This design comes from an exercise in tuning for a short achievable clock period and few clock cycles on the open sky130 flow, not from production work. Function was checked by simulation only, so behaviour that the tests miss may differ from the original. Power is estimated from default activity; no workload was simulated.

--- flow/design.v ---
module arq_core (
    input  wire        clk,
    input  wire        rst,           
    output reg         mem_re,
    output reg         mem_we,
    output reg  [7:0]  mem_addr,
    output reg  [31:0] mem_wdata,
    input  wire [31:0] mem_rdata,
    output reg         retire,        
    output wire        halted,
    output wire        faulted,
    output wire [31:0] pc,
    output wire [31:0] r0,
    output wire [31:0] r1,
    output wire [31:0] r2,
    output wire [31:0] r3,
    output wire [2:0]  flags,         
    output wire [31:0] icount,
    output reg  [2:0]  fault_code,
    output reg  [31:0] fault_value,
    output reg  [31:0] fault_pc,
    output reg  [4:0]  fault_opc
);
    localparam [2:0] S_OP   = 3'd0,
                     S_C1   = 3'd1,
                     S_C2   = 3'd2,
                     S_C3   = 3'd3,
                     S_WAIT = 3'd4,
                     S_MUL  = 3'd5;
    localparam [2:0] F_MEMADDR  = 3'd1,
                     F_REGINDEX = 3'd2;
    localparam [2:0] QDEPTH = 3'd5;
    reg         iss_code;             
    reg         iss_data;             
    reg         rv_code;              
    reg         rv_data;              
    reg  [8:0]  fptr;                 
    reg  [31:0] q0, q1, q2, q3, q4;
    reg  [4:0]  qz2, qz8, qok;
    reg  [2:0]  qn;
    reg  [2:0]  st;
    reg  [4:0]  op;
    reg         opok;                 
    reg         k45, k17, ksub;       
    reg  [31:0] pc_q;
    reg  [8:0]  ea;                   
    reg  [31:0] gpr0, gpr1, gpr2, gpr3;
    reg         fz, fn, fnz;
    reg  [31:0] opx;                  
    reg  [31:0] opxe;                 
    reg  [31:0] opy;                  
    reg  [1:0]  rid;                  
    reg  [7:0]  madr;                 
    reg         mhit;                 
    reg         rdiss;                
    reg  [31:0] dreg;
    reg         dv;
    reg         cond;
    reg  [3:0]  cndv;                 
    reg  [31:0] icnt;
    reg         halted_q, faulted_q;
    reg         pcbad;                
    reg  [31:0] acc, xs;
    reg  [32:0] yb;
    reg         ydone;                
    reg         mmem;                 
    assign halted  = halted_q;
    assign faulted = faulted_q;
    assign pc      = pc_q;
    assign r0      = gpr0;
    assign r1      = gpr1;
    assign r2      = gpr2;
    assign r3      = gpr3;
    assign flags   = {fnz, fn, fz};
    assign icount  = icnt;
    function [31:0] rsel(input [1:0] i, input [31:0] a0, input [31:0] a1,
                         input [31:0] a2, input [31:0] a3);
        case (i)
            2'd0: rsel = a0;
            2'd1: rsel = a1;
            2'd2: rsel = a2;
            default: rsel = a3;
        endcase
    endfunction
    function sum_zero(input [31:0] a, input [31:0] b, input cin);
        sum_zero = &((a ^ b) ~^ {a[30:0] | b[30:0], cin});
    endfunction
    function [31:0] add32(input [31:0] a, input [31:0] b, input cin);
        reg [31:0] g, p, gg, pp, c;
        integer i, d;
        begin
            g = a & b; p = a ^ b;
            gg = g; pp = p;
            for (d = 1; d < 32; d = d * 2)
                for (i = 31; i >= 0; i = i - 1)
                    if (i >= d) begin
                        gg[i] = gg[i] | (pp[i] & gg[i-d]);
                        pp[i] = pp[i] & pp[i-d];
                    end
            c[0] = cin;
            for (i = 1; i < 32; i = i + 1)
                c[i] = gg[i-1] | (pp[i-1] & cin);
            add32 = p ^ c;
        end
    endfunction
    function [31:0] inc32(input [31:0] x);
        reg [31:0] pp, c;
        integer i, d;
        begin
            pp = x;
            for (d = 1; d < 32; d = d * 2)
                for (i = 31; i >= 0; i = i - 1)
                    if (i >= d) pp[i] = pp[i] & pp[i-d];
            c[0] = 1'b1;
            for (i = 1; i < 32; i = i + 1) c[i] = pp[i-1];
            inc32 = x ^ c;
        end
    endfunction
    function slt(input [31:0] a, input [31:0] b);
        reg [31:0] g, p, nb;
        integer i, d;
        begin
            nb = ~b;
            g = a & nb; p = a ^ nb;
            for (d = 1; d < 32; d = d * 2)
                for (i = 31; i >= 0; i = i - 1)
                    if (i >= d) begin
                        g[i] = g[i] | (p[i] & g[i-d]);
                        p[i] = p[i] & p[i-d];
                    end
            slt = (a[31] ^ b[31]) ? a[31] : (a[31] ^ nb[31] ^ (g[30] | p[30]));
        end
    endfunction
    function c1_addr(input [4:0] o);    
        c1_addr = (o == 5'd4) || (o == 5'd5) || (o == 5'd6) || (o == 5'd13) ||
                  (o == 5'd17) || (o == 5'd19);
    endfunction
    function c1_imm(input [4:0] o);
        c1_imm = (o == 5'd10) || (o == 5'd11) || (o == 5'd15);
    endfunction
    function c1_tgt(input [4:0] o);
        c1_tgt = (o >= 5'd21) && (o <= 5'd24);
    endfunction
    function c2_rdaddr(input [4:0] o);   
        c2_rdaddr = (o >= 5'd7) && (o <= 5'd11);
    endfunction
    function jcond(input [4:0] o, input z, input n, input nz);
        case (o)
            5'd21: jcond = 1'b1;
            5'd22: jcond = z;
            5'd23: jcond = n;
            default: jcond = nz;
        endcase
    endfunction
    function cmp1(input [4:0] o, input [31:0] b, input [31:0] a);
        case (o)
            5'd25:   cmp1 = (b == a);
            5'd26:   cmp1 = slt(a, b);
            default: cmp1 = slt(b, a);
        endcase
    endfunction
    function [3:0] rsel4(input [1:0] i, input [3:0] a0, input [3:0] a1,
                         input [3:0] a2, input [3:0] a3);
        case (i)
            2'd0: rsel4 = a0;
            2'd1: rsel4 = a1;
            2'd2: rsel4 = a2;
            default: rsel4 = a3;
        endcase
    endfunction
    wire [3:0] cmp_a0 = {cmp1(op, gpr3, gpr0), cmp1(op, gpr2, gpr0), cmp1(op, gpr1, gpr0), cmp1(op, gpr0, gpr0)};
    wire [3:0] cmp_a1 = {cmp1(op, gpr3, gpr1), cmp1(op, gpr2, gpr1), cmp1(op, gpr1, gpr1), cmp1(op, gpr0, gpr1)};
    wire [3:0] cmp_a2 = {cmp1(op, gpr3, gpr2), cmp1(op, gpr2, gpr2), cmp1(op, gpr1, gpr2), cmp1(op, gpr0, gpr2)};
    wire [3:0] cmp_a3 = {cmp1(op, gpr3, gpr3), cmp1(op, gpr2, gpr3), cmp1(op, gpr1, gpr3), cmp1(op, gpr0, gpr3)};
    wire r_z2 = (mem_rdata[31:2] == 30'd0);
    wire r_z8 = (mem_rdata[31:8] == 24'd0);
    wire r_ok = (mem_rdata[31:5] == 27'd0) && (mem_rdata[4:0] != 5'd0) &&
                (mem_rdata[4:0] <= 5'd27);
    wire [31:0] rq0 = rsel(q0[1:0], gpr0, gpr1, gpr2, gpr3);    
    wire [4:0]  qop = q0[4:0];
    wire        nx_v  = (qn >= 3'd2) || (qn == 3'd1 && rv_code);
    wire [31:0] nx    = (qn >= 3'd2) ? q1 : mem_rdata;
    wire        nx_z8 = (qn >= 3'd2) ? qz8[1] : r_z8;
    wire [8:0]  nx_p1 = {1'b0, nx[7:0]} + 9'd1;
    wire [8:0]  q0_p1 = {1'b0, q0[7:0]} + 9'd1;
    function [32:0] booth(input [2:0] w, input [31:0] x);    
        case (w)
            3'b001, 3'b010: booth = {1'b0, x};
            3'b011:         booth = {1'b0, x[30:0], 1'b0};
            3'b100:         booth = {1'b1, ~{x[30:0], 1'b0}};
            3'b101, 3'b110: booth = {1'b1, ~x};
            default:        booth = 33'd0;
        endcase
    endfunction
    reg  [31:0] bpp;
    reg         bneg;
    wire [31:0] mul_sum  = add32(acc, bpp, bneg);
    wire        mul_zero = sum_zero(acc, bpp, bneg);
    reg  [1:0]  axs, ays;
    reg         asub;
    wire [31:0] ax   = k45 ? dreg : k17 ? 32'd1 : opx;
    wire [31:0] ay0  = k45 ? opy : dreg;
    wire [31:0] ay   = ksub ? ~ay0 : ay0;
    wire [31:0] asum = add32(ax, ay, ksub);
    wire        azero = sum_zero(ax, ay, ksub);
    wire [31:0] rr0 = add32(opxe, gpr0, 1'b0);
    wire [31:0] rr1 = add32(opxe, gpr1, 1'b0);
    wire [31:0] rr2 = add32(opxe, gpr2, 1'b0);
    wire [31:0] rr3 = add32(opxe, gpr3, 1'b0);
    wire [3:0]  rrz = ksub ? {&(opxe ^ gpr3), &(opxe ^ gpr2), &(opxe ^ gpr1), &(opxe ^ gpr0)}
                           : {sum_zero(opxe, gpr3, 1'b0), sum_zero(opxe, gpr2, 1'b0),
                              sum_zero(opxe, gpr1, 1'b0), sum_zero(opxe, gpr0, 1'b0)};
    wire [31:0] rrs = rsel(q0[1:0], rr0, rr1, rr2, rr3);
    wire [3:0]  incz = {&gpr3, &gpr2, &gpr1, &gpr0};
    wire [31:0] rsum = (st == S_C1) ? rsel(q0[1:0], inc32(gpr0), inc32(gpr1), inc32(gpr2), inc32(gpr3))
                                    : (ksub ? ~rrs : rrs);
    wire        rzero = (st == S_C1) ? incz[q0[1:0]] : rrz[q0[1:0]];
    reg  [1:0]  rwid;     reg [1:0] rwsrc;    reg [1:0] wrsrc;
    reg         fmul;     reg [1:0] msel;
    always @* begin
        axs = 2'd0; ays = 2'd0; asub = 1'b0;
        rwid = rid; rwsrc = 2'd0; wrsrc = 2'd0; fmul = 1'b0; msel = 2'd0;
        case (st)
        S_C1: begin
            axs = 2'd2;                          
            rwid = q0[1:0];
        end
        S_C2: begin
            asub = (op == 5'd2);
            case (op)
                5'd18:        rwsrc = 2'd1;
                5'd12, 5'd15: begin rwsrc = 2'd2; rwid = q0[1:0]; end
                default: ;
            endcase
            wrsrc = 2'd1;                        
        end
        S_WAIT: begin
            case (op)
                5'd4, 5'd5: begin axs = 2'd1; ays = 2'd1; asub = (op == 5'd5); end
                5'd13, 5'd19: rwsrc = 2'd3;
                5'd6: msel = 2'd1;
                5'd9: msel = 2'd2;
                default: begin
                    axs = (op == 5'd17) ? 2'd2 : 2'd0;
                    ays = 2'd2;
                    asub = (op == 5'd8) || (op == 5'd11);
                end
            endcase
        end
        S_MUL: begin
            fmul = 1'b1; wrsrc = 2'd2;
        end
        default: ;
        endcase
    end
    wire        hv = (qn != 3'd0) || rv_code;    
    reg         pop;
    reg  [2:0]  nst;
    reg         rd_req;   reg        rd_nx;
    reg         wr_req;   reg        wr_q0;
    reg         redir;    reg        redir_nx;
    reg         ret;      reg [1:0]  ret_src;    
    reg         rwe;
    reg         fwe;
    reg         do_halt;
    reg         do_fault; reg [2:0] f_code;    reg [1:0] f_src;   
    reg         mul_start; reg mul_mem;
    reg         dcons;
    reg         cond_n;
    reg         fin;       
    reg         newop;     
    reg         op_byp;    
    reg         smflush;   
    always @* begin
        pop = 1'b0; nst = st;
        rd_req = 1'b0; rd_nx = 1'b1;
        wr_req = 1'b0; wr_q0 = 1'b0;
        redir = 1'b0; redir_nx = 1'b0;
        ret = 1'b0; ret_src = 2'd0;
        rwe = 1'b0;
        fwe = 1'b0;
        do_halt = 1'b0;
        do_fault = 1'b0; f_code = F_MEMADDR; f_src = 2'd0;
        mul_start = 1'b0; mul_mem = 1'b0;
        dcons = 1'b0;
        cond_n = cndv[q0[1:0]];
        fin = 1'b0;
        newop = 1'b0; op_byp = 1'b0;
        smflush = 1'b0;
        case (st)
        S_OP: begin
            if (pcbad) begin
                do_fault = 1'b1; f_src = 2'd2;
            end else if (qn != 3'd0) begin
                if (!qok[0]) begin
                    do_halt = 1'b1;
                end else begin
                    pop = 1'b1; newop = 1'b1;
                    nst = S_C1;
                    if (c1_tgt(qop) && jcond(qop, fz, fn, fnz) && nx_v) begin
                        redir = 1'b1; redir_nx = 1'b1;
                        ret = 1'b1; ret_src = 2'd2;
                        nst = S_OP;
                    end else if (c1_addr(qop) && nx_v) begin
                        rd_req = 1'b1; rd_nx = 1'b1;
                    end
                end
            end else if (rv_code) begin
                pop = 1'b1; newop = 1'b1; op_byp = 1'b1;
                nst = S_C1;
            end
        end
        S_C1: begin
            if (!opok) begin
                do_halt = 1'b1;
            end else if (ea[8]) begin
                do_fault = 1'b1;
            end else if (qn != 3'd0) begin
                if (c1_tgt(op)) begin
                    pop = 1'b1; ret = 1'b1; nst = S_OP;
                    if (jcond(op, fz, fn, fnz)) begin
                        redir = 1'b1; ret_src = 2'd2;
                    end
                end else if (c1_imm(op)) begin
                    pop = 1'b1; nst = S_C2;
                    if (c2_rdaddr(op) && nx_v) begin
                        rd_req = 1'b1; rd_nx = 1'b1;
                    end
                end else if (c1_addr(op)) begin
                    if (!qz8[0]) begin
                        do_fault = 1'b1; f_src = 2'd1;
                    end else begin
                        pop = 1'b1;
                        nst = (op == 5'd17) ? S_WAIT : S_C2;
                        if (!rdiss) begin
                            rd_req = 1'b1; rd_nx = 1'b0;
                        end
                    end
                end else begin
                    if (!qz2[0]) begin
                        do_fault = 1'b1; f_code = F_REGINDEX; f_src = 2'd1;
                    end else begin
                        pop = 1'b1; nst = S_C2;
                        if (op == 5'd16) begin
                            rwe = 1'b1;
                            fwe = 1'b1;
                            ret = 1'b1; nst = S_OP;
                        end else if (c2_rdaddr(op) && nx_v) begin
                            rd_req = 1'b1; rd_nx = 1'b1;
                        end
                    end
                end
            end
        end
        S_C2: begin
            if (ea[8]) begin
                do_fault = 1'b1;
            end else if (qn != 3'd0) begin
                if (op == 5'd18) begin
                    pop = 1'b1;
                    rwe = 1'b1;
                    ret = 1'b1; nst = S_OP;
                end else if (c2_rdaddr(op) || op == 5'd14 || op == 5'd20) begin
                    if (!qz8[0]) begin
                        do_fault = 1'b1; f_src = 2'd1;
                    end else begin
                        pop = 1'b1;
                        if (op == 5'd14 || op == 5'd20) begin
                            wr_req = 1'b1; wr_q0 = 1'b1;
                            ret = 1'b1; nst = S_OP;
                            smflush = mhit_st;
                        end else begin
                            nst = S_WAIT;
                            if (!rdiss) begin
                                rd_req = 1'b1; rd_nx = 1'b0;
                            end
                        end
                    end
                end else begin
                    if (!qz2[0]) begin
                        do_fault = 1'b1; f_code = F_REGINDEX; f_src = 2'd1;
                    end else begin
                        pop = 1'b1;
                        case (op)
                            5'd1, 5'd2: begin
                                rwe = 1'b1; fwe = 1'b1;
                                ret = 1'b1; nst = S_OP;
                            end
                            5'd3: begin
                                mul_start = 1'b1; mul_mem = 1'b0;
                                nst = S_MUL;
                            end
                            5'd12, 5'd15: begin
                                rwe = 1'b1;
                                ret = 1'b1; nst = S_OP;
                            end
                            5'd25, 5'd26, 5'd27: begin
                                nst = S_C3;
                                if (cond_n && nx_v) begin
                                    redir = 1'b1; redir_nx = 1'b1;
                                    ret = 1'b1; ret_src = 2'd2;
                                    nst = S_OP;
                                end
                            end
                            default: begin
                                nst = S_WAIT;
                            end
                        endcase
                    end
                end
            end
        end
        S_C3: begin
            if (ea[8]) begin
                do_fault = 1'b1;
            end else if (qn != 3'd0) begin
                pop = 1'b1; ret = 1'b1; nst = S_OP;
                if (cond) begin
                    redir = 1'b1; ret_src = 2'd2;
                end
            end
        end
        S_WAIT: begin
            ret_src = 2'd1;
            if (dv) begin
                dcons = 1'b1;
                case (op)
                    5'd4, 5'd5: begin
                        rwe = 1'b1; fwe = 1'b1;
                        ret = 1'b1; fin = 1'b1; nst = S_OP;
                    end
                    5'd13, 5'd19: begin
                        rwe = 1'b1;
                        ret = 1'b1; fin = 1'b1; nst = S_OP;
                    end
                    5'd6: begin
                        mul_start = 1'b1; mul_mem = 1'b0;
                        nst = S_MUL;
                    end
                    5'd9: begin
                        mul_start = 1'b1; mul_mem = 1'b1;
                        nst = S_MUL;
                    end
                    default: begin
                        wr_req = 1'b1; fwe = 1'b1;
                        ret = 1'b1; fin = 1'b1; nst = S_OP;
                        smflush = mhit;
                    end
                endcase
            end
        end
        S_MUL: begin
            ret_src = 2'd1;
            if (ydone) begin
                fwe = 1'b1;
                ret = 1'b1; fin = 1'b1; nst = S_OP;
                if (mmem) begin
                    wr_req = 1'b1;
                    smflush = mhit;
                end else begin
                    rwe = 1'b1;
                end
            end
        end
        default: ;
        endcase
        if (fin && !ea[8] && !(mhit && wr_req) && hv) begin
            pop = 1'b1; newop = 1'b1; nst = S_C1;
            if (qn != 3'd0) begin
                if (qok[0] && c1_addr(qop) && nx_v && !wr_req) begin
                    rd_req = 1'b1; rd_nx = 1'b1;
                end
            end else begin
                op_byp = 1'b1;
            end
        end
    end
    wire [4:0]  op_n5 = op_byp ? mem_rdata[4:0] : q0[4:0];
    wire [8:0] st_off  = {1'b0, q0[7:0]} - (ea + 9'd1);
    wire       mhit_st = (st_off[8:3] == 6'd0);
    wire [31:0] alu_or_mul = fmul ? mul_sum : (st == S_WAIT) ? asum : rsum;
    wire [31:0] rwdata  = (rwsrc == 2'd1) ? q0 : (rwsrc == 2'd2) ? opx :
                          (rwsrc == 2'd3) ? dreg : alu_or_mul;
    wire [31:0] wr_data = (wrsrc == 2'd1) ? opx : (wrsrc == 2'd2) ? mul_sum : asum;
    wire [7:0]  wr_addr = wr_q0 ? q0[7:0] : madr;
    wire [7:0]  rd_addr = rd_nx ? nx[7:0] : q0[7:0];
    wire        fres_z  = fmul ? mul_zero : (st == S_WAIT) ? azero : rzero;
    wire        flush    = redir || smflush;
    wire        pop_q    = pop && (qn != 3'd0);         
    wire        push     = rv_code && !(pop && qn == 3'd0);
    wire        running  = !halted_q && !faulted_q;
    wire [31:0] redir_t  = redir_nx ? nx : q0;
    wire        redir_ok = redir_nx ? nx_z8 : qz8[0];
    wire [8:0]  redir_p1 = redir_nx ? nx_p1 : q0_p1;
    wire [2:0] qn_next = qn + {2'd0, push} - {2'd0, pop_q};
    wire [2:0] qn_all  = qn + {2'd0, rv_code} + {2'd0, iss_code};
    wire       space   = (qn_all < QDEPTH);
    always @(posedge clk) begin
        if (rst) begin
            mem_re <= 1'b1; mem_we <= 1'b0; mem_addr <= 8'd0; mem_wdata <= 32'd0;
            iss_code <= 1'b1; iss_data <= 1'b0;
            rv_code <= 1'b0; rv_data <= 1'b0;
            fptr <= 9'd1;
            qn <= 3'd0;
            st <= S_OP; op <= 5'd0; opok <= 1'b0;
            pc_q <= 32'd0; ea <= 9'd0; pcbad <= 1'b0;
            gpr0 <= 32'd0; gpr1 <= 32'd0; gpr2 <= 32'd0; gpr3 <= 32'd0;
            fz <= 1'b0; fn <= 1'b0; fnz <= 1'b0;
            rdiss <= 1'b0; dv <= 1'b0;
            icnt <= 32'd0;
            halted_q <= 1'b0; faulted_q <= 1'b0;
            retire <= 1'b0;
            fault_code <= 3'd0; fault_value <= 32'd0; fault_pc <= 32'd0; fault_opc <= 5'd0;
        end else begin
            retire <= 1'b0;
            rv_code <= iss_code && !flush;
            rv_data <= iss_data;
            qn <= flush ? 3'd0 : qn_next;
            if (pop_q) begin
                if (push && qn == 3'd1) begin
                    q0 <= mem_rdata; qz2[0] <= r_z2; qz8[0] <= r_z8; qok[0] <= r_ok;
                end else begin
                    q0 <= q1; qz2[0] <= qz2[1]; qz8[0] <= qz8[1]; qok[0] <= qok[1];
                end
                if (push && qn == 3'd2) begin
                    q1 <= mem_rdata; qz2[1] <= r_z2; qz8[1] <= r_z8; qok[1] <= r_ok;
                end else begin
                    q1 <= q2; qz2[1] <= qz2[2]; qz8[1] <= qz8[2]; qok[1] <= qok[2];
                end
                if (push && qn == 3'd3) begin
                    q2 <= mem_rdata; qz2[2] <= r_z2; qz8[2] <= r_z8; qok[2] <= r_ok;
                end else begin
                    q2 <= q3; qz2[2] <= qz2[3]; qz8[2] <= qz8[3]; qok[2] <= qok[3];
                end
                if (push && qn == 3'd4) begin
                    q3 <= mem_rdata; qz2[3] <= r_z2; qz8[3] <= r_z8; qok[3] <= r_ok;
                end else begin
                    q3 <= q4; qz2[3] <= qz2[4]; qz8[3] <= qz8[4]; qok[3] <= qok[4];
                end
                if (push && qn == 3'd5) begin
                    q4 <= mem_rdata; qz2[4] <= r_z2; qz8[4] <= r_z8; qok[4] <= r_ok;
                end
            end else if (push) begin
                if (qn == 3'd0) begin
                    q0 <= mem_rdata; qz2[0] <= r_z2; qz8[0] <= r_z8; qok[0] <= r_ok;
                end
                if (qn == 3'd1) begin
                    q1 <= mem_rdata; qz2[1] <= r_z2; qz8[1] <= r_z8; qok[1] <= r_ok;
                end
                if (qn == 3'd2) begin
                    q2 <= mem_rdata; qz2[2] <= r_z2; qz8[2] <= r_z8; qok[2] <= r_ok;
                end
                if (qn == 3'd3) begin
                    q3 <= mem_rdata; qz2[3] <= r_z2; qz8[3] <= r_z8; qok[3] <= r_ok;
                end
                if (qn == 3'd4) begin
                    q4 <= mem_rdata; qz2[4] <= r_z2; qz8[4] <= r_z8; qok[4] <= r_ok;
                end
            end
            if (rv_data) begin
                dreg <= mem_rdata;
                dv   <= 1'b1;
            end else if (dcons) begin
                dv   <= 1'b0;
            end
            mem_re <= 1'b0; mem_we <= 1'b0;
            iss_code <= 1'b0; iss_data <= 1'b0;
            mem_wdata <= wr_data;
            if (running) begin
                if (wr_req) begin
                    mem_we <= 1'b1; mem_addr <= wr_addr;
                    if (smflush) fptr <= ret_src[0] ? ea : ea + 9'd1;
                end else if (rd_req) begin
                    mem_re <= 1'b1; mem_addr <= rd_addr; iss_data <= 1'b1;
                end else if (redir) begin
                    mem_re <= redir_ok; iss_code <= redir_ok;
                    mem_addr <= redir_t[7:0];
                    fptr <= redir_ok ? redir_p1 : 9'h100;
                end else if (!fptr[8] && space) begin
                    mem_re <= 1'b1; mem_addr <= fptr[7:0]; iss_code <= 1'b1;
                    fptr <= fptr + 9'd1;
                end
            end
            if (running) begin
                if (do_fault) begin
                    faulted_q   <= 1'b1;
                    fault_code  <= f_code;
                    fault_value <= (f_src == 2'd2) ? pc_q : (f_src == 2'd1) ? q0 : {23'd0, ea};
                    fault_pc    <= pc_q;
                    fault_opc   <= (f_src == 2'd2) ? 5'd0 : op;
                end else if (do_halt) begin
                    halted_q <= 1'b1;
                end else begin
                    st <= nst;
                    if (pop) ea <= ea + 9'd1;
                    if (newop) begin
                        op    <= op_byp ? mem_rdata[4:0] : q0[4:0];
                        k45   <= (op_n5 == 5'd4) || (op_n5 == 5'd5);
                        k17   <= (op_n5 == 5'd17);
                        ksub  <= (op_n5 == 5'd2) || (op_n5 == 5'd5) || (op_n5 == 5'd8) || (op_n5 == 5'd11);
                        opok  <= op_byp ? r_ok : qok[0];
                        rdiss <= rd_req;
                    end else if (rd_req) begin
                        rdiss <= 1'b1;
                    end
                    if (rwe) begin
                        case (rwid)
                            2'd0: gpr0 <= rwdata;
                            2'd1: gpr1 <= rwdata;
                            2'd2: gpr2 <= rwdata;
                            default: gpr3 <= rwdata;
                        endcase
                    end
                    if (fwe) begin
                        fz  <= fres_z;
                        fn  <= alu_or_mul[31];
                        fnz <= !fres_z;
                    end
                    if (ret) begin
                        retire <= 1'b1;
                        icnt   <= inc32(icnt);
                        case (ret_src)
                            2'd0: begin pc_q <= {23'd0, ea + 9'd1}; pcbad <= (ea == 9'd255) || ea[8]; end
                            2'd1: begin pc_q <= {23'd0, ea};        pcbad <= ea[8]; end
                            default: begin pc_q <= redir_t;         pcbad <= !redir_ok; end
                        endcase
                    end
                    if (redir) begin
                        ea <= {1'b0, redir_t[7:0]};
                    end else if (smflush) begin
                        ea <= ret_src[0] ? ea : ea + 9'd1;
                    end
                end
            end
        end
    end
    wire mul_ld = (st == S_C2 && op == 5'd3) || (st == S_WAIT && (op == 5'd6 || op == 5'd9));
    always @(posedge clk) begin
        if (st == S_C1) begin
            opx  <= c1_imm(op) ? q0 : rq0;
            opxe <= (op == 5'd2) ? ~rq0 : rq0;
            rid  <= q0[1:0];
            madr <= q0[7:0];
            mhit <= mhit_st;
            cndv <= rsel4(q0[1:0], cmp_a0, cmp_a1, cmp_a2, cmp_a3);
        end
        if (st == S_C2) begin
            opy <= rq0;
            if (op != 5'd18 && op != 5'd1 && op != 5'd2 && op != 5'd3) rid <= q0[1:0];
            if (c2_rdaddr(op)) begin
                madr <= q0[7:0];
                mhit <= mhit_st;
            end
            cond <= cond_n;
        end
        if (mul_ld) begin
            acc  <= 32'd0;
            case (msel)
                2'd0: begin xs <= opx;  yb <= {rq0, 1'b0};  ydone <= (rq0[31:1] == 31'd0) || (rq0[31:1] == {31{1'b1}});
                            {bneg, bpp} <= booth({rq0[1:0], 1'b0}, opx); end
                2'd1: begin xs <= dreg; yb <= {opy, 1'b0};  ydone <= (opy[31:1] == 31'd0) || (opy[31:1] == {31{1'b1}});
                            {bneg, bpp} <= booth({opy[1:0], 1'b0}, dreg); end
                default: begin xs <= opx; yb <= {dreg, 1'b0}; ydone <= (dreg[31:1] == 31'd0) || (dreg[31:1] == {31{1'b1}});
                            {bneg, bpp} <= booth({dreg[1:0], 1'b0}, opx); end
            endcase
            mmem <= (op == 5'd9);
        end else if (st == S_MUL) begin
            acc   <= mul_sum;
            xs    <= {xs[29:0], 2'b00};
            yb    <= {{2{yb[32]}}, yb[32:2]};
            ydone <= (yb[32:4] == 29'd0) || (yb[32:4] == {29{1'b1}});
            {bneg, bpp} <= booth(yb[4:2], {xs[29:0], 2'b00});
        end
    end
endmodule
--- flow/flow/run.sh ---
#!/bin/bash
set -euo pipefail
cd "$(dirname "$0")/.."
bash standard.sh SETUP_SLACK_MARGIN=6.5 ABC_CLOCK_PERIOD_IN_PS=3000 TNS_END_PERCENT=20 finish > flow_make.log 2>&1
--- flow/standard.sh ---
#!/bin/bash
# synth_recipe.tcl (not shown) runs the flow's synth.tcl, then flattens the netlist and writes it again
# the make line also repeats each setting of config.mk as NAME=value (left out here)
make -C /OpenROAD-flow-scripts/flow DESIGN_CONFIG=/design/flow/config.mk WORK_HOME=/design/flow/orfs CLKGATE_MAP_FILE= SYNTH_SCRIPT=/design/flow/synth_recipe.tcl "${@:-finish}"
--- flow/config.mk ---
export PLATFORM = sky130hd
export DESIGN_NAME = arq_core
export DESIGN_NICKNAME = arq_core
export VERILOG_FILES = /design/flow/design.v
export SDC_FILE = /design/flow/constraint.sdc
export NUM_CORES = 4
export LEC_CHECK = 0
export CAP_MARGIN = 20
export CORE_MARGIN = 2
export CORE_UTILIZATION = 40
export SLEW_MARGIN = 20
export SYNTH_MEMORY_MAX_BITS = 65536
--- flow/constraint.sdc ---
create_clock -name core_clock -period 10.0 [get_ports {clk}]
set_input_delay 2.0000 -clock core_clock [delete_from_list [all_inputs] [get_ports {clk}]]
set_output_delay 2.0000 -clock core_clock [all_outputs]
set_load 0.01 [all_outputs]
==> impl_metrics.py, run 1 <==
metrics = {
    "drt": {
        "detailedRoute.firstIterationViolations": 10053,
        "antenna_left": 0,
        "dr.pass1.iters": 8,
        "remaining_drc_errors": 0,
        "totalWireLength_um": 366000,
        "routed_via_density": 6.52,
        "routedWlPerCell_um": 33.3,
        "route.vias.total": 71470,
    },
    "layout": {
        "drive_above_1_share_pct": 22.4,
        "layout.cells.most_common_list": "nand2_1 (679), ha_1 (627), buf_4 (543)",
        "final_common_cell": "nand2_1",
        "layout-area-overhead-vs-synth_pct": 27.1,
        "final.fill_count": 15964,
        "design.final.nets": 9389,
    },
    "global_route": {
        "global_route_total_usage_across_every_layer_pct": 39.5,
        "met1_usage_pct": 51.2,
        "gr_layer_usage_met2_pct": 57.3,
        "grt_pass1_vias": 65339,
        "antenna_found_initial": 22,
        "global_route_track_usage_on_met3_pct": 10.9,
        "grt.overflow.total": 0,
        "grt_first_pass_wirelength_um": 500000,
        "grt_most_used_layer": "met2",
        "largest_net_degree_at_the_start_of_global_routing": 101,
    },
    "die": {
        "fp.coreArea_sq_um": 172000,
        "floorplan.die.height_um": 420,
        "initial_core_util_pct": 40.3,
        "die_area_sq_um": 176000,
        "std_cell_rows": 152,
        "io-pin-count": 346,
        "fp.dieW_um": 420,
    },
    "logic_synthesis": {
        "synth-edff-count": 407,
        "yosys_warnings": 1,
        "share_of_the_yosys_chip_area_belonging_to_registers_pct": 29.0,
        "netlist-cell-type-count": 117,
        "syn_area_per_cell_sq_um": 8.64,
        "synth-seq-cells": 798,
        "synth-xor-area-share_pct": 8.52,
        "synthMuxAreaShare_pct": 7.35,
        "syn_nets": 8831,
        "synth-adder-area-share_pct": 14.4,
        "synthSimpleGateAreaFrac_pct": 16.3,
        "syn-cell-area_sq_um": 69200,
        "synth_cells": 8014,
        "synth_top_family_by_area": "compound AO/OA/AOI/OAI gates",
        "ys_dominant_reg_cell": "edfxtp_1",
        "synth_async_sr_flop_share_pct": 0,
        "synth_compound_area_share_pct": 19.3,
    },
    "timing": {
        "final.setup.tns_ns": 0,
        "finalSetupViolations": 0,
        "rsz0062_at_grt": "yes",
        "worst_slew_pin_slew_ns": 1.07,
        "total_count_of_max_transition_violations_in_the_final_report": 0,
        "maxClockFrequency_ghz": 0.232,
        "skew_ns": 0.0881,
        "timing_hold_violations_final": 0,
        "fin_crit_ns": 4.31,
        "fin_worst_hold_slack_ns": 0.445,
        "final_critical_path_share_of_the_clock_period_pct": 43.1,
        "maxSlewHeadroom_pct": 28.4,
    },
    "clock_network": {
        "cts_tree": "done",
        "buffer_levels_on_the_longest_clock_path": 3,
        "cts-hold-fix-buffers": 0,
        "clk_latency_ns": 0.77,
        "htreeDepth": 3,
        "clock-root-buffer": "clkbuf_16",
        "worst_setup_hold_path_clk_slew_ns": 0.06,
        "numCtsBuffers": 90,
        "cts.sinks": 798,
    },
    "setup_path": {
        "worst_setup_path_start_kind": "flop",
        "crit_path_max_fanout": 10,
        "worstRegToRegCells": 15,
        "startpoint_to_endpoint_class_of_the_critical_path": "reg2reg",
        "worst_r2r_endpoint": "gpr0[28]",
        "worst_setup_path_end_kind": "flop",
        "timing.critical_path.required_ns": 10.60,
        "critPathArrivalTime_ns": 4.91,
        "r2r_start": "dreg[13]",
        "reg2reg_setup_slack_ns": 5.69,
    },
    "worst_hold_path": {
        "holdPathStages": 1,
        "min_to": "rv_data",
        "hp-class": "reg2reg",
        "timing.hold.worst.start": "iss_data",
    },
    "pwr": {
        "p_per_area_nw_per_um2": 206,
        "pwr-share-seq_pct": 25.3,
        "intPower_uw": 9840,
        "vdd_ir_max_v": 0.000142,
        "clock_power_share_pct": 19.3,
        "sw_frac_of_total_pct": 45.7,
        "p_leak_uw": 0.0337,
        "part_of_the_power_in_combinational_logic_pct": 55.4,
        "p_sw_uw": 8260,
    },
    "run_status": {
        "status": "finished clean",
    },
    "place": {
        "count_of_buffers_from_port_buffering": 344,
        "globalplace.congestion": 1.10,
        "hpwlAfterDp_um": 263000,
    },
    "job": {
        "cap_viol_max_count": 0,
    },
}
-- logic make-up after synthesis --
| group | after synthesis |
|---|---|
| flip-flops | 798 |
| buffers and inverters | 914 |
| multiplexers | 403 |
| AO/OA/AOI/OAI | 2101 |
| AND/OR/NAND/NOR | 2341 |
| other | 1 |
| XOR/XNOR | 673 |
| adder cells (fa/ha/maj) | 783 |
-- how the worst max path moves through the flow --
stage | start | end | depth (start not counted)
after detailed placement | mem_rdata[22] | fptr[2] | 9
after global routing | k45 | gpr0[28] | 18
after CTS | fn | flags[1] | 1
after global placement | mem_rdata[21] | fptr[2] | 9
final | dreg[13] | gpr0[28] | 15
after floorplan | ksub | fn | 19
-- synth_stat cells, types with 45 or more instances --
cell type | n | area (sq um)
dfxtp_1 | 391 | 7830
o211ai_1 | 45 | 338
o21a_1 | 61 | 458
nand4_1 | 175 | 1090
nor3_1 | 155 | 776
buf_2 | 62 | 310
clkbuf_1 | 423 | 1590
o221ai_1 | 46 | 403
a211oi_1 | 85 | 638
ha_1 | 764 | 9560
nor4_1 | 109 | 682
mux2i_1 | 157 | 1570
nand2b_1 | 91 | 569
a21o_1 | 153 | 1150
mux4_2 | 65 | 1460
inv_1 | 352 | 1320
xor2_1 | 185 | 1620
o21ai_0 | 450 | 2250
o22ai_1 | 106 | 663
nand2_1 | 712 | 2670
a22oi_1 | 109 | 818
and3_1 | 53 | 332
nor2b_1 | 70 | 438
buf_1 | 53 | 199
a221oi_1 | 59 | 517
nand3_1 | 276 | 1380
edfxtp_1 | 407 | 12200
a21oi_1 | 593 | 2970
mux2_2 | 173 | 1950
a31oi_1 | 112 | 701
xnor2_1 | 488 | 4270
nor2_1 | 529 | 1990
-- sequential cells by signal, indices dropped and copies added, names as in the netlist, 9 cells and up --
| signal | cells |
|---|---|
| acc | 32 |
| bpp | 32 |
| dreg | 32 |
| fault_pc | 32 |
| fault_value | 32 |
| gpr0 | 32 |
| gpr1 | 32 |
| gpr2 | 32 |
| gpr3 | 32 |
| icnt | 32 |
| mem_wdata | 32 |
| opx | 32 |
| opxe | 32 |
| opy | 32 |
| pc_q | 32 |
| q0 | 32 |
| q1 | 32 |
| q2 | 32 |
| q3 | 32 |
| q4 | 32 |
| yb | 31 |
| xs | 30 |
| ea | 9 |
| fptr | 9 |
-- through the flow --
stage	setup slack, ns	instances	util [%]	instance area [sq um]	total power (uW)
6_report	5.69	10970	51.2	88000	18100
3_3_place_gp	3.84	10357	43.9	75400	12200
3_5_place_dp	3.87	10357	43.9	75400	12200
5_1_grt	5.63	10960	51.2	88000	18600
4_1_cts	5.81	10838	49.7	85400	17000
2_1_floorplan	5.73	8014	-	69400	9190
-- repair_timing --
item / CTS / global route
setup endpoints to repair: 1230 / 1039
pin swaps: 219 / 150
setup buffers: 299 / 112
cloned: 12 / 10
resized for setup: 1013 / 347
-- critical path, cell delays in order, from the launching register on --
cell and delay [ns]:
edfxtp_1 0.79, mux2i_1 0.18, xnor2_1 0.33, inv_1 0.16, ha_4 0.29, and3_4 0.17
a31o_2 0.25, a211o_4 0.31, buf_6 0.14, a211o_4 0.37, a21oi_2 0.17, o21ba_4 0.19
xnor2_4 0.08, a221oi_4 0.40, o21ba_4 0.22, a211oi_1 0.07
-- power groups by stage --
stage | Clock, uW | Sequential (uW) | Combinational, uW
after floorplan | 0 | 4380 | 4810
after detailed placement | 0 | 4620 | 7590
after CTS | 3510 | 4530 | 8990
after global placement | 0 | 4610 | 7550
final | 3490 | 4590 | 10000
after global routing | 3630 | 4600 | 10300
-- area by class of cell --
| cell class | count | area [sq um] | area share (%) |
|---|---|---|---|
| multi-input cells | 6306 | 50700 | 57.6 |
| diodes | 10 | 25.0 | 0.0284 |
| clock buffers | 129 | 2590 | 2.95 |
| repair inverters | 3 | 26.3 | 0.0299 |
| repair buffers | 1015 | 9530 | 10.8 |
| inverters | 358 | 1590 | 1.80 |
| well taps | 2310 | 2890 | 3.28 |
| clock inverters | 41 | 477 | 0.542 |
| flip-flops and latches | 798 | 20200 | 22.9 |
-- routing by layer --
metal / share of wire (%) / routed length, um
met4: 8.1 / 29600
met1: 38 / 140000
met2: 41 / 150000
met3: 12 / 45200
met5: 0.043 / 156
Testbench counts, summed over its fixed seeds: cycles 44,778.
==> run 2: changes to the inputs <==
--- a/flow/design.v
+++ b/flow/design.v
@@ -54,6 +54,7 @@
     reg         mhit;                 
     reg         rdiss;                
     reg  [31:0] dreg;
+    reg  [31:0] wx, wy;               
     reg         dv;
     reg         cond;
     reg  [3:0]  cndv;                 
@@ -198,9 +199,8 @@
     wire        mul_zero = sum_zero(acc, bpp, bneg);
     reg  [1:0]  axs, ays;
     reg         asub;
-    wire [31:0] ax   = k45 ? dreg : k17 ? 32'd1 : opx;
-    wire [31:0] ay0  = k45 ? opy : dreg;
-    wire [31:0] ay   = ksub ? ~ay0 : ay0;
+    wire [31:0] ax   = wx;
+    wire [31:0] ay   = wy;
     wire [31:0] asum = add32(ax, ay, ksub);
     wire        azero = sum_zero(ax, ay, ksub);
     wire [31:0] rr0 = add32(opxe, gpr0, 1'b0);
@@ -644,8 +644,13 @@
             mhit <= mhit_st;
             cndv <= rsel4(q0[1:0], cmp_a0, cmp_a1, cmp_a2, cmp_a3);
         end
+        if (rv_data) begin
+            wx <= k45 ? mem_rdata : k17 ? 32'd1 : opx;
+            if (!k45) wy <= ksub ? ~mem_rdata : mem_rdata;
+        end
         if (st == S_C2) begin
             opy <= rq0;
+            if (k45) wy <= ksub ? ~rq0 : rq0;
             if (op != 5'd18 && op != 5'd1 && op != 5'd2 && op != 5'd3) rid <= q0[1:0];
             if (c2_rdaddr(op)) begin
                 madr <= q0[7:0];
==> run 2 against run 1 <==
Still clean; sequential power is 9.4% higher; worst hold slack better by 0.013 ns; synthesized area is 3.6% higher; combinational power is 6% lower; fmax is 1.3% higher; clock skew is 0.043 ns lower; final area is 4.7% higher; highest routed layer unchanged.
==> impl_metrics.py, run 2 <==
metrics = {
    "setup_path": {
        "reg2reg_setup_slack_ns": 5.75,
        "timing.critical_path.required_ns": 10.61,
        "worst_setup_path_end_kind": "flop",
        "worst_r2r_endpoint": "gpr2[28]",
        "worst_setup_path_start_kind": "flop",
        "startpoint_to_endpoint_class_of_the_critical_path": "reg2reg",
        "crit_path_max_fanout": 5,
        "worstRegToRegCells": 18,
        "r2r_start": "opxe[0]",
        "critPathArrivalTime_ns": 4.87,
    },
    "drt": {
        "top_layer_used": "met5",
        "route.vias.total": 73712,
        "totalWireLength_um": 405000,
        "dr.pass1.iters": 7,
        "remaining_drc_errors": 0,
        "wl_met1_um": 150000,
        "wl_met2_um": 169000,
        "total_length_of_routed_met3_wires_um": 46400,
        "routed_via_density": 6.58,
        "detailedRoute.firstIterationViolations": 10087,
        "antenna_left": 0,
        "routedWlPerCell_um": 36.2,
    },
    "clock_network": {
        "htreeDepth": 3,
        "clock-root-buffer": "clkbuf_16",
        "cts-hold-fix-buffers": 0,
        "numCtsBuffers": 103,
        "cts_tree": "done",
        "clk_latency_ns": 0.80,
        "worst_setup_hold_path_clk_slew_ns": 0.06,
        "cts.sinks": 862,
        "buffer_levels_on_the_longest_clock_path": 3,
    },
    "timing": {
        "timing_hold_violations_final": 0,
        "maxClockFrequency_ghz": 0.235,
        "maxSlewHeadroom_pct": 21.6,
        "total_count_of_max_transition_violations_in_the_final_report": 0,
        "final.setup.tns_ns": 0,
        "worst_slew_pin_slew_ns": 1.17,
        "fin_crit_ns": 4.25,
        "final.setup.worst_slack_ns": 5.75,
        "skew_ns": 0.0453,
        "final_critical_path_share_of_the_clock_period_pct": 42.5,
        "finalSetupViolations": 0,
        "rsz0062_at_grt": "yes",
    },
    "logic_synthesis": {
        "yosys.cell_count.top_type": "ha_1",
        "share_of_the_yosys_chip_area_belonging_to_registers_pct": 30.2,
        "yosysTopAreaCell": "edfxtp_1",
        "synth-edff-count": 439,
        "synth_async_sr_flop_share_pct": 0,
        "yosys-top-cells-count": "ha_1 (764), nand2_1 (726), nor2_1 (655), a21oi_1 (508), edfxtp_1 (439)",
        "syn_area_per_cell_sq_um": 8.79,
        "netlist-cell-type-count": 118,
        "syn_nets": 8972,
        "yosys_warnings": 1,
        "synth_cells": 8154,
        "synth-seq-cells": 862,
        "ys_dominant_reg_cell": "edfxtp_1",
        "synth_top_area_share_pct": 18.4,
        "syn-cell-area_sq_um": 71700,
        "synth.area.top_cells": "edfxtp_1 (18%), ha_1 (13%), dfxtp_1 (12%)",
    },
    "place": {
        "hpwlAfterDp_um": 291000,
        "globalplace.congestion": 1.11,
        "place_inst": 10430,
        "count_of_buffers_from_port_buffering": 344,
        "dp_worst_setup_slack_ns": 4.13,
    },
    "global_route": {
        "grt_pass1_vias": 68049,
        "largest_net_degree_at_the_start_of_global_routing": 142,
        "grt.overflow.total": 0,
        "antenna_found_initial": 28,
        "grt_first_pass_wirelength_um": 543000,
        "global_route_total_usage_across_every_layer_pct": 42.1,
    },
    "pwr": {
        "vdd_ir_max_v": 0.000186,
        "p_leak_uw": 0.0358,
        "p_per_area_nw_per_um2": 201,
    },
    "die": {
        "fp.coreArea_sq_um": 178000,
        "fp.dieW_um": 427,
        "floorplan.die.height_um": 427,
        "initial_core_util_pct": 40.2,
        "io-pin-count": 346,
        "std_cell_rows": 155,
        "die_area_sq_um": 183000,
    },
    "layout": {
        "utilization_pct": 51.7,
        "final-instance-count-excl-fill": 11194,
        "drive_above_1_share_pct": 25.0,
        "layout-area-overhead-vs-synth_pct": 28.5,
        "design.final.nets": 9551,
        "layout.cells.most_common_list": "nand2_1 (696), ha_1 (621), nor2_1 (607)",
        "final_common_cell": "nand2_1",
    },
    "worst_hold_path": {
        "timing.hold.worst.start": "fault_opc[3]",
        "holdPathStages": 2,
        "min_to": "fault_opc[3]",
        "hp-class": "reg2reg",
    },
    "job": {
        "cap_viol_max_count": 0,
    },
    "run_status": {
        "status": "finished clean",
    },
}
run 2: cell type report:
cell class	instances	area, sq um
timing repair buffer	1096	10600
fill	16552	86100
clock buffer	146	3020
multi-input combinational	6317	51400
tap	2355	2950
timing repair inverter	1	8.76
inverter	352	1620
antenna	15	37.5
sequential	862	21900
clock inverter	50	622
run 2: power by group:
part | internal (uW) | leakage (uW) | switching, uW
clock network | 2330 | 0.00177 | 1760
logic | 3540 | 0.0265 | 5830
registers | 4360 | 0.00753 | 658
run 2: worst max-delay path by stage:
stage | slack, ns | endpoint | start | cells after the start
after floorplan | 6.05 | q0[0] | rst | 4
after global placement | 4.10 | q0[27] | st[1] | 10
after detailed placement | 4.13 | yb[10] | st[1] | 10
after CTS | 5.83 | fz | gpr3[27] | 12
after global routing | 5.72 | gpr1[28] | opxe[0] | 18
final | 5.75 | gpr2[28] | opxe[0] | 18
run 2: stage by stage:
step / instance area [sq um] / hold WS [ns] / power, uW
finish: 92100 / 0.457 / 18500
global route: 92100 / 0.467 / 18900
CTS: 86800 / 0.454 / 17300
detailed placement: 77400 / 0.447 / 12400
global placement: 77300 / 0.438 / 12300
floorplan: 71900 / 0.414 / 9270
run 2: cells by family after synthesis:
kind of cell | Yosys count | synth area share (%)
flops | 862 | 30.2
mux | 383 | 6.86
xor+xnor | 600 | 7.33
compound gates | 2115 | 19.9
other cells | 1 | 0.00523
buf+inv | 979 | 5.50
fa+ha+maj | 784 | 13.9
simple gates | 2430 | 16.3
run 2: per-layer routing:
layer  GRT usage (%)  vias up
met5               0        -
met4            32.6       14
met3            11.3     1364
met2            62.2     5173
met1            51.9    36247
li1                -    30914
run 2: worst max-delay path, cell delays in order (launching register included):
cell	delay, ns
edfxtp_1	0.40
buf_6	0.17
buf_6	0.12
ha_4	0.15
fa_2	0.42
a211oi_4	0.34
o21ai_4	0.11
nand3_2	0.12
a21oi_2	0.07
buf_6	0.17
a211oi_4	0.28
o21ai_2	0.09
xor2_1	0.26
nor2_1	0.11
a211o_1	0.38
a2111o_1	0.49
a21oi_4	0.19
buf_12	0.14
a211oi_1	0.06
run 2: repair_timing:
action                                   CTS  global route
buffers inserted                         252           277
resized for setup                        866           775
endpoints found under the setup margin  1232           893
pin swaps                                155           247
cloned                                     9            14
Testbench counts of run 2, summed over its fixed seeds: cycles 44,778.

## port drivers added, routing unchanged
No port has a modelled driver above. Below, the same layouts with a new extraction and two added sets of constraints.
Step 1 assumes that a clkbuf_16 drives the clock port and a buf_2 every other input.
Step 2 moves the port delays by t, midway between the first and last clock arrival at a register: inputs arrive t later, outputs are due t later. That takes back most of the time a late clock gives input paths.
Slacks: ideal / step 1 / step 2; pairs: ideal / step 1.
| run | shift t [ns] | setup slack, ns | worst hold slack (ns) | clock arrival spread, ns | worst slew at a driven data input, ns |
|---|---|---|---|---|---|
| run 1 | 0.811 | 5.690 / 5.680 / 5.457 | 0.445 / 0.445 / 0.445 | 0.089 / 0.089 | 0.09 |
| run 2 | 0.869 | 5.747 / 5.747 / 5.568 | 0.457 / 0.457 / 0.457 | 0.045 / 0.045 | 0.11 |
After both steps every run listed still meets setup and hold. For run 1, which loses most, drivers alone change the setup slack by -0.010 ns; drivers and shift together by -0.233 ns.
